Source: an optimization exercise on an open RTL-to-GDS flow (aim: small area, a short achievable clock period and few clock cycles). Production flows keep margins and buffers that such runs may drop.
Only simulation tests tie the RTL to the original design; equivalence was not proved.
Power figures rest on the tool's default switching activity, not on a simulated workload.

===== flow/run.sh =====
#!/bin/bash
# synth_recipe.tcl (not shown) runs the flow's synth.tcl, then flattens the netlist and writes it again
# the make line also repeats each setting of config.mk as NAME=value (left out here)
make -C /OpenROAD-flow-scripts/flow DESIGN_CONFIG=/design/flow/config.mk WORK_HOME=/design/flow/orfs CLKGATE_MAP_FILE= SYNTH_SCRIPT=/design/flow/synth_recipe.tcl finish

===== flow/config.mk =====
export PLATFORM = sky130hd
export DESIGN_NAME = pimc_demod
export DESIGN_NICKNAME = pimc_demod
export VERILOG_FILES = /design/flow/design.v
export SDC_FILE = /design/flow/constraint.sdc
export NUM_CORES = 4
export LEC_CHECK = 0
export CAP_MARGIN = 20
export CORE_MARGIN = 2
export CORE_UTILIZATION = 40
export SLEW_MARGIN = 20

===== flow/constraint.sdc =====
create_clock -name core_clock -period 10.0 [get_ports {clk}]
set_input_delay 2.0000 -clock core_clock [delete_from_list [all_inputs] [get_ports {clk}]]
set_output_delay 2.0000 -clock core_clock [all_outputs]
set_load 0.01 [all_outputs]

===== flow/design.v =====
module pimc_demod (
    input  wire         clk,
    input  wire         rst,           
    input  wire [31:0]  t_init,        
    input  wire         cmd_valid,
    output wire         cmd_ready,
    input  wire [127:0] cmd,
    output reg          resp_valid,
    output reg  [193:0] resp,
    output reg          push_valid,
    output reg  [191:0] push_frame,
    output reg          filt_valid,
    output reg  [8:0]   filt_us
);
    localparam [6:0]  MIN_BITS_RESET = 7'd8;
    localparam [6:0]  MAX_BITS_RESET = 7'd32;
    localparam [8:0]  GLITCH_RESET   = 9'd100;
    localparam        CB_EN_RESET    = 1'b0;
    localparam [31:0] GAP_THRESHOLD  = 32'd5000;
    localparam [7:0] OP_EDGE      = 8'h01;
    localparam [7:0] OP_SET_RANGE = 8'h02;
    localparam [7:0] OP_SET_GLIT  = 8'h03;
    localparam [7:0] OP_IS_READY  = 8'h04;
    localparam [7:0] OP_TAKE      = 8'h05;
    localparam [7:0] OP_SET_CB    = 8'h06;
    localparam [7:0] OP_CANCEL    = 8'h07;
    localparam [1:0] ST_OK  = 2'd0;
    localparam [1:0] ST_ILL = 2'd1;
    localparam [1:0] S_BOOT = 2'd0;
    localparam [1:0] S_IDLE = 2'd1;
    localparam [1:0] S_DIV  = 2'd2;
    reg [1:0]   state;
    reg [31:0]  last_ts;
    reg         in_frame;
    reg [31:0]  edge_index;
    reg [12:0]  e_even;           
    reg [16:0]  win_min_s;        
    reg [16:0]  win_max_s;
    reg [16:0]  win_min_l;
    reg [16:0]  win_max_l;
    reg [63:0]  code;
    reg [31:0]  bit_count;
    reg [31:0]  gap_dur;
    reg [31:0]  sum_short;
    reg [31:0]  sum_long;
    reg [6:0]   min_bits;
    reg [6:0]   max_bits;
    reg [8:0]   glitch_us;
    reg         cb_en;
    reg         ready;
    reg [191:0] out_frame;
    reg         cancelled;
    reg [63:0]  fin_code;
    reg [31:0]  fin_bits;
    reg [31:0]  fin_gap;
    reg [31:0]  div_s_num;        
    reg [31:0]  div_l_num;
    reg [31:0]  div_s_rem;
    reg [31:0]  div_l_rem;
    reg [31:0]  div_s_quo;
    reg [31:0]  div_l_quo;
    reg [5:0]   div_cnt;
    assign cmd_ready = (state == S_IDLE);
    wire [7:0]  op   = cmd[127:120];
    wire [23:0] rsv  = cmd[119:96];
    wire [31:0] opc  = cmd[95:64];
    wire [31:0] opb  = cmd[63:32];
    wire [31:0] opa  = cmd[31:0];
    reg legal;
    always @(*) begin
        legal = 1'b0;
        if (rsv == 24'd0 && opc == 32'd0) begin
            case (op)
                OP_EDGE:      legal = (opb[31:1] == 31'd0);
                OP_SET_RANGE: legal = 1'b1;
                OP_SET_GLIT:  legal = (opb == 32'd0);
                OP_IS_READY,
                OP_TAKE,
                OP_CANCEL:    legal = (opa == 32'd0) && (opb == 32'd0);
                OP_SET_CB:    legal = (opa[31:1] == 31'd0) && (opb == 32'd0);
                default:      legal = 1'b0;
            endcase
        end
    end
    wire [31:0] d       = opa - last_ts;              
    wire        is_gap  = (d > GAP_THRESHOLD);
    wire [12:0] e_cur   = d[12:0];                    
    wire [12:0] e0      = e_even;
    wire [12:0] e1      = e_cur;
    wire [12:0] shorter = (e0 < e1) ? e0 : e1;
    wire [12:0] longer  = (e0 < e1) ? e1 : e0;
    wire        cal_reject = ({1'b0, longer, 1'b0} < ({2'b00, shorter} + {1'b0, shorter, 1'b0}));
    wire [16:0] cal_min_s  = 17'd5  * shorter;
    wire [16:0] cal_max_s  = 17'd15 * shorter;
    wire [16:0] cal_min_l  = 17'd7  * longer;
    wire [16:0] cal_max_l  = 17'd13 * longer;
    wire [16:0] e0_x10 = 17'd10 * e0;
    wire [16:0] e1_x10 = 17'd10 * e1;
    wire e0_short = (win_min_s < e0_x10) && (e0_x10 < win_max_s);
    wire e0_long  = (win_min_l < e0_x10) && (e0_x10 < win_max_l);
    wire e1_short = (win_min_s < e1_x10) && (e1_x10 < win_max_s);
    wire e1_long  = (win_min_l < e1_x10) && (e1_x10 < win_max_l);
    wire is_bit0  = e0_short && e1_long;
    wire is_bit1  = e0_long  && e1_short;
    wire        frame_ok = in_frame &&
                           ({25'd0, min_bits} <= bit_count) &&
                           (bit_count <= {25'd0, max_bits});
    wire [6:0] clamp_lo = (opa < 32'd6) ? 7'd6 : (opa > 32'd64) ? 7'd64 : opa[6:0];
    wire [6:0] clamp_hi = (opb < 32'd6) ? 7'd6 : (opb > 32'd64) ? 7'd64 : opb[6:0];
    wire [8:0] clamp_g  = (opa > 32'd500) ? 9'd500 : opa[8:0];
    wire [33:0] s_trial = {1'b0, div_s_rem, div_s_num[31]} - {2'b00, fin_bits};
    wire [33:0] l_trial = {1'b0, div_l_rem, div_l_num[31]} - {2'b00, fin_bits};
    task clear_frame;
        begin
            edge_index <= 32'd0;
            bit_count  <= 32'd0;
            code       <= 64'd0;
            sum_short  <= 32'd0;
            sum_long   <= 32'd0;
            win_min_s  <= 17'd0;
            win_max_s  <= 17'd0;
            win_min_l  <= 17'd0;
            win_max_l  <= 17'd0;
            e_even     <= 13'd0;
        end
    endtask
    always @(posedge clk) begin
        if (rst) begin
            state      <= S_BOOT;
            last_ts    <= t_init;
            in_frame   <= 1'b0;
            gap_dur    <= 32'd0;
            clear_frame();
            min_bits   <= MIN_BITS_RESET;
            max_bits   <= MAX_BITS_RESET;
            glitch_us  <= GLITCH_RESET;
            cb_en      <= CB_EN_RESET;
            ready      <= 1'b0;
            out_frame  <= 192'd0;
            cancelled  <= 1'b0;
            resp_valid <= 1'b0;
            resp       <= 194'd0;
            push_valid <= 1'b0;
            push_frame <= 192'd0;
            filt_valid <= 1'b0;
            filt_us    <= 9'd0;
            fin_code   <= 64'd0;
            fin_bits   <= 32'd0;
            fin_gap    <= 32'd0;
            div_s_num  <= 32'd0;
            div_l_num  <= 32'd0;
            div_s_rem  <= 32'd0;
            div_l_rem  <= 32'd0;
            div_s_quo  <= 32'd0;
            div_l_quo  <= 32'd0;
            div_cnt    <= 6'd0;
        end else begin
            resp_valid <= 1'b0;
            push_valid <= 1'b0;
            filt_valid <= 1'b0;
            case (state)
            S_BOOT: begin
                filt_valid <= 1'b1;
                filt_us    <= glitch_us;
                state      <= S_IDLE;
            end
            S_IDLE: if (cmd_valid) begin
                resp_valid <= 1'b1;
                resp       <= {ST_OK, 192'd0};
                if (!legal) begin
                    resp <= {ST_ILL, 192'd0};
                end else if (cancelled) begin
                    if (op != OP_EDGE)
                        resp <= {ST_ILL, 192'd0};
                end else begin
                    case (op)
                    OP_EDGE: begin
                        last_ts <= opa;
                        if (is_gap) begin
                            if (frame_ok) begin
                                resp_valid <= 1'b0;
                                fin_code   <= code;
                                fin_bits   <= bit_count;
                                fin_gap    <= gap_dur;
                                div_s_num  <= sum_short;
                                div_l_num  <= sum_long;
                                div_s_rem  <= 32'd0;
                                div_l_rem  <= 32'd0;
                                div_s_quo  <= 32'd0;
                                div_l_quo  <= 32'd0;
                                div_cnt    <= 6'd0;
                                state      <= S_DIV;
                            end
                            clear_frame();
                            gap_dur  <= d;
                            in_frame <= 1'b1;
                        end else if (in_frame) begin
                            if (!edge_index[0]) begin
                                e_even     <= e_cur;
                                edge_index <= edge_index + 32'd1;
                            end else if (edge_index == 32'd1) begin
                                if (cal_reject) begin
                                    in_frame <= 1'b0;
                                    gap_dur  <= 32'd0;
                                    clear_frame();
                                end else begin
                                    sum_short  <= sum_short + {19'd0, shorter};
                                    sum_long   <= sum_long  + {19'd0, longer};
                                    win_min_s  <= cal_min_s;
                                    win_max_s  <= cal_max_s;
                                    win_min_l  <= cal_min_l;
                                    win_max_l  <= cal_max_l;
                                    edge_index <= edge_index + 32'd1;
                                end
                            end else begin
                                if (is_bit0 || is_bit1) begin
                                    sum_short  <= sum_short + {19'd0, shorter};
                                    sum_long   <= sum_long  + {19'd0, longer};
                                    code       <= {code[62:0], !is_bit0};
                                    bit_count  <= bit_count + 32'd1;
                                    edge_index <= edge_index + 32'd1;
                                end else begin
                                    in_frame <= 1'b0;
                                    gap_dur  <= 32'd0;
                                    clear_frame();
                                end
                            end
                        end
                    end
                    OP_SET_RANGE: begin
                        if (clamp_lo <= clamp_hi) begin
                            min_bits <= clamp_lo;
                            max_bits <= clamp_hi;
                        end
                    end
                    OP_SET_GLIT: begin
                        if (clamp_g != glitch_us) begin
                            glitch_us  <= clamp_g;
                            filt_valid <= 1'b1;
                            filt_us    <= clamp_g;
                        end
                    end
                    OP_IS_READY: begin
                        resp <= {ST_OK, 191'd0, ready};
                    end
                    OP_TAKE: begin
                        resp  <= {ST_OK, out_frame};
                        ready <= 1'b0;
                    end
                    OP_SET_CB: begin
                        cb_en <= opa[0];
                    end
                    OP_CANCEL: begin
                        cancelled  <= 1'b1;
                        in_frame   <= 1'b0;
                        gap_dur    <= 32'd0;
                        clear_frame();
                        ready      <= 1'b0;
                        cb_en      <= 1'b0;
                        glitch_us  <= 9'd0;
                        filt_valid <= 1'b1;
                        filt_us    <= 9'd0;
                    end
                    default: ;
                    endcase
                end
            end
            S_DIV: begin
                if (div_cnt == 6'd32) begin
                    if (cb_en) begin
                        push_valid <= 1'b1;
                        push_frame <= {div_l_quo, div_s_quo, fin_gap, fin_bits, fin_code};
                    end else begin
                        out_frame  <= {div_l_quo, div_s_quo, fin_gap, fin_bits, fin_code};
                        ready      <= 1'b1;
                    end
                    resp_valid <= 1'b1;
                    resp       <= {ST_OK, 192'd0};
                    state      <= S_IDLE;
                end else begin
                    div_s_num <= {div_s_num[30:0], 1'b0};
                    div_l_num <= {div_l_num[30:0], 1'b0};
                    if (!s_trial[33]) begin
                        div_s_rem <= s_trial[31:0];
                        div_s_quo <= {div_s_quo[30:0], 1'b1};
                    end else begin
                        div_s_rem <= {div_s_rem[30:0], div_s_num[31]};
                        div_s_quo <= {div_s_quo[30:0], 1'b0};
                    end
                    if (!l_trial[33]) begin
                        div_l_rem <= l_trial[31:0];
                        div_l_quo <= {div_l_quo[30:0], 1'b1};
                    end else begin
                        div_l_rem <= {div_l_rem[30:0], div_l_num[31]};
                        div_l_quo <= {div_l_quo[30:0], 1'b0};
                    end
                    div_cnt <= div_cnt + 6'd1;
                end
            end
            default: state <= S_IDLE;
            endcase
        end
    end
endmodule

==> metrics.cfg <==
[setup_path]
crit_family=compound AO/OA/AOI/OAI gates
cp.arrival_ps=10310
path_max_fanout=4
max_stage_delay_ps=470
start_kind=input pin
end_kind=register
path_class=in -> reg
worst-path-buf-inv=3
cp_slowest_cell=clkdlybuf4s50_1
required_ps=10680

[synthesis]
synthFlopType=dfxtp_1
syn-num-nets=8203
synth.most_common_cell=nand2_1
synth_top_area_share=0.3957
syn_inst=7562
synth_top_family_by_area=simple AND/OR/NAND/NOR gates
synth_adder_area_share=0.1016
yosys_warnings=1
synth_compound_gate_area_share=0.1749
synth_seq_cells=1277
netlist_top_cells_area=dfxtp_1 (40%), ha_1 (8.5%), nand2_1 (8.4%), a21oi_1 (7.2%), nor2_1 (3.5%)
yosysSeqAreaShare=0.4109
async_flop_share=0
synth_edf_count=32
yosys.area.top_type=dfxtp_1
yosys.area_share.simple=0.1859
synth_xor_area_frac=0.03156
netlist_area_mm2=0.06299
syn_avg_cell_area_um2=8.330
synthMuxAreaShare=0.04366
synthTopCellsByCount=nand2_1 (1,404), dfxtp_1 (1,245), a21oi_1 (912)
yosysUniqueCellTypes=104

[floorplanning]
core_mm2=0.1564
die_w_um=400.8
die_area_mm2=0.1607
start_util=0.4028
rows=145
die_y_um=400.8
io_pins=562

[cts]
cts_tree=built
clock_latency_ps=800
cts_made_buffers=141
htreeDepth=4
clkTransAtPathRegs_ps=60
cts-hold-fix-buffers=0
cts_buffer_depth=3
numClockSinks=1277
cts_root_buf=clkbuf_16

[route]
dr.pass1.iters=6
drc_errors=0
num_vias=56210
routed_wl_mm=205.9
via_per_inst=5.409
wl_per_cell_um=19.82
drt_iter0_markers=4013
detail-route-antenna-nets=0

[sta]
post-route-period-util=0.9625
holdWs_ps=450.6
max_freq_mhz=103.9
worst_pin_slew_ps=1097
post-route-min-period_ps=9625
finClkSkew_ps=53.46
setup_viol=0
relSlewSlack=0.2689
final.setup.tns_ps=0
hold_viol_final=0
slew_viol_final=0

[power]
p_leak_nw=30.52
p_total_mw=13.43
p_per_area_mw_per_mm2=172.3
ir_drop_uv=180.6

[global_route]
grt_pass1_vias=53770
antenna_found_initial=10
grt_max_degree=216
grt_pass1_wl_mm=315.7
grt_use_total=0.2469
grt.overflow.total=0

[final_layout]
drive_above_1_share=0.09557
fillerInstances=15020
nNetsFinal=8868
layout.cells.non_filler=10390
fin_util=0.4985
area_growth_pct=23.75

[hold_path]
hold_path.class=reg -> reg

[placed_design]
port_buffers=560
dpl.cell_count=10120
dp.final_hpwl_mm=149.2
gp_congestion=0.9204

[flow_run]
maxCapViolCount=0

[status]
status=complete, no violations

path summary, 6_finish.rpt:
| check | start | endpoint | slack [ps] | cells past startpoint |
|---|---|---|---|---|
| max | cmd[1] | sum_short[11] | 370 | 36 |
| min | win_max_l[6] | win_max_l[6] | 450 | 2 |
| min reg2reg | win_max_l[6] | win_max_l[6] | 450 | 2 |
| max reg2reg | last_ts[1] | sum_short[11] | 1730 | 35 |
tightest hold or removal path, delay by kind of cell, from the launching register on:
kind | cells | cell delay, ps
DFF | 1 | 310
and+or+nand+nor | 1 | 50
AOI/OAI and AO/OA | 1 | 50
logic make-up (layout without fill, tap and decap cells):
logic type,Yosys count,in the layout
AND/OR/NAND/NOR,2688,2688
AO/OA/AOI/OAI,1792,1792
flip-flops,1277,1277
buffers and inverters,830,1597
adder cells (fa/ha/maj),483,483
multiplexers,264,264
XOR/XNOR,227,227
other,1,5
per-layer routing:
layer,track usage,part of all wire,vias to the layer above
li1,-,-,27480
met1,0.3271,0.45,26890
met2,0.4038,0.46,1506
met3,0.04068,0.057,320
met4,0.09037,0.035,6
met5,0,0.00017,-
state kept, by name, summed over array words and instances (netlist names), 64 cells and up:
register / count
code: 64
fin_code: 64
out_frame: 192
push_frame: 192
resp: 193
what timing repair did:
action,4_1_cts,5_1_grt
gates cloned,0,3
setup endpoints to repair,100,301
setup buffers,0,20
pin swaps,0,37
resized for setup,5,55
stage by stage:
stage | setup slack, ps | cell area [um2]
floorplan | 1.183 | 63010
global placement | -686.9 | 72700
detailed placement | -870.5 | 72730
CTS | 12.22 | 77400
global route | -40.60 | 77940
finish | 374.6 | 77950
area by class of cell:
cell class / count / area, um2 / share of cell area
multi-input cells: 5455 / 34340 / 0.4405
flip-flops and latches: 1277 / 25880 / 0.3321
repair buffers: 955 / 9010 / 0.1156
clock buffers: 203 / 4034 / 0.05175
well taps: 2058 / 2575 / 0.03303
inverters: 397 / 1490 / 0.01912
clock inverters: 42 / 610.6 / 0.007833
diodes: 4 / 10.01 / 0.0001284
placed cells by master (no fill, tap or decap), types with 74 or more instances in the layout:
cell                n
a21o_1             81
a21oi_1           905
a22oi_1           213
buf_4             358
clkbuf_16         145
clkdlybuf4s50_1   557
dfxtp_1          1245
ha_1              425
inv_1             393
mux2_2             80
mux2i_1           181
nand2_1          1399
nand3_1           194
nor2_1            577
nor3_1             74
o21ai_0           191
xnor2_1           129
xor2_1             96
report_power, final:
part	internal (mW)	total, mW	switching, mW	leakage (nW)
Combinational	1.36	3.06	1.70	17.9
Sequential	5.13	5.14	0.00915	10.3
Clock	3.01	5.23	2.22	2.26
Testbench counts, summed over its fixed seeds: cycles 97,040.

==> static timing again, ports no longer ideal <==
The flow's constraints put no driver on any port. The routed layout listed below was extracted and timed again, unchanged, in two steps.
Step 1, drivers: a clkbuf_16 drives clk and a buf_2 each remaining input, both assumed.
Step 2 adds t to the input delays and takes it off the output delays; t is the mean of the earliest and latest rising clock arrival at the registers after step 1. Input paths then give back, and output paths get back, about the clock's delay inside the block.
a / b / c = ideal ports / drivers / drivers and shift; a / b = the first two.
t, ns: 0.845
setup WS [ns]: 0.375 / 0.425 / -0.420
worst setup path after step 2: input to register
worst register clock-pin slew, ns: 0.07 / 0.07
cell pins on the clock port's net: 1
With both steps, setup timing fails in this run, where it was met with ideal ports. The setup slack of this run moves by +0.050 ns with the drivers and by -0.795 ns with both steps.
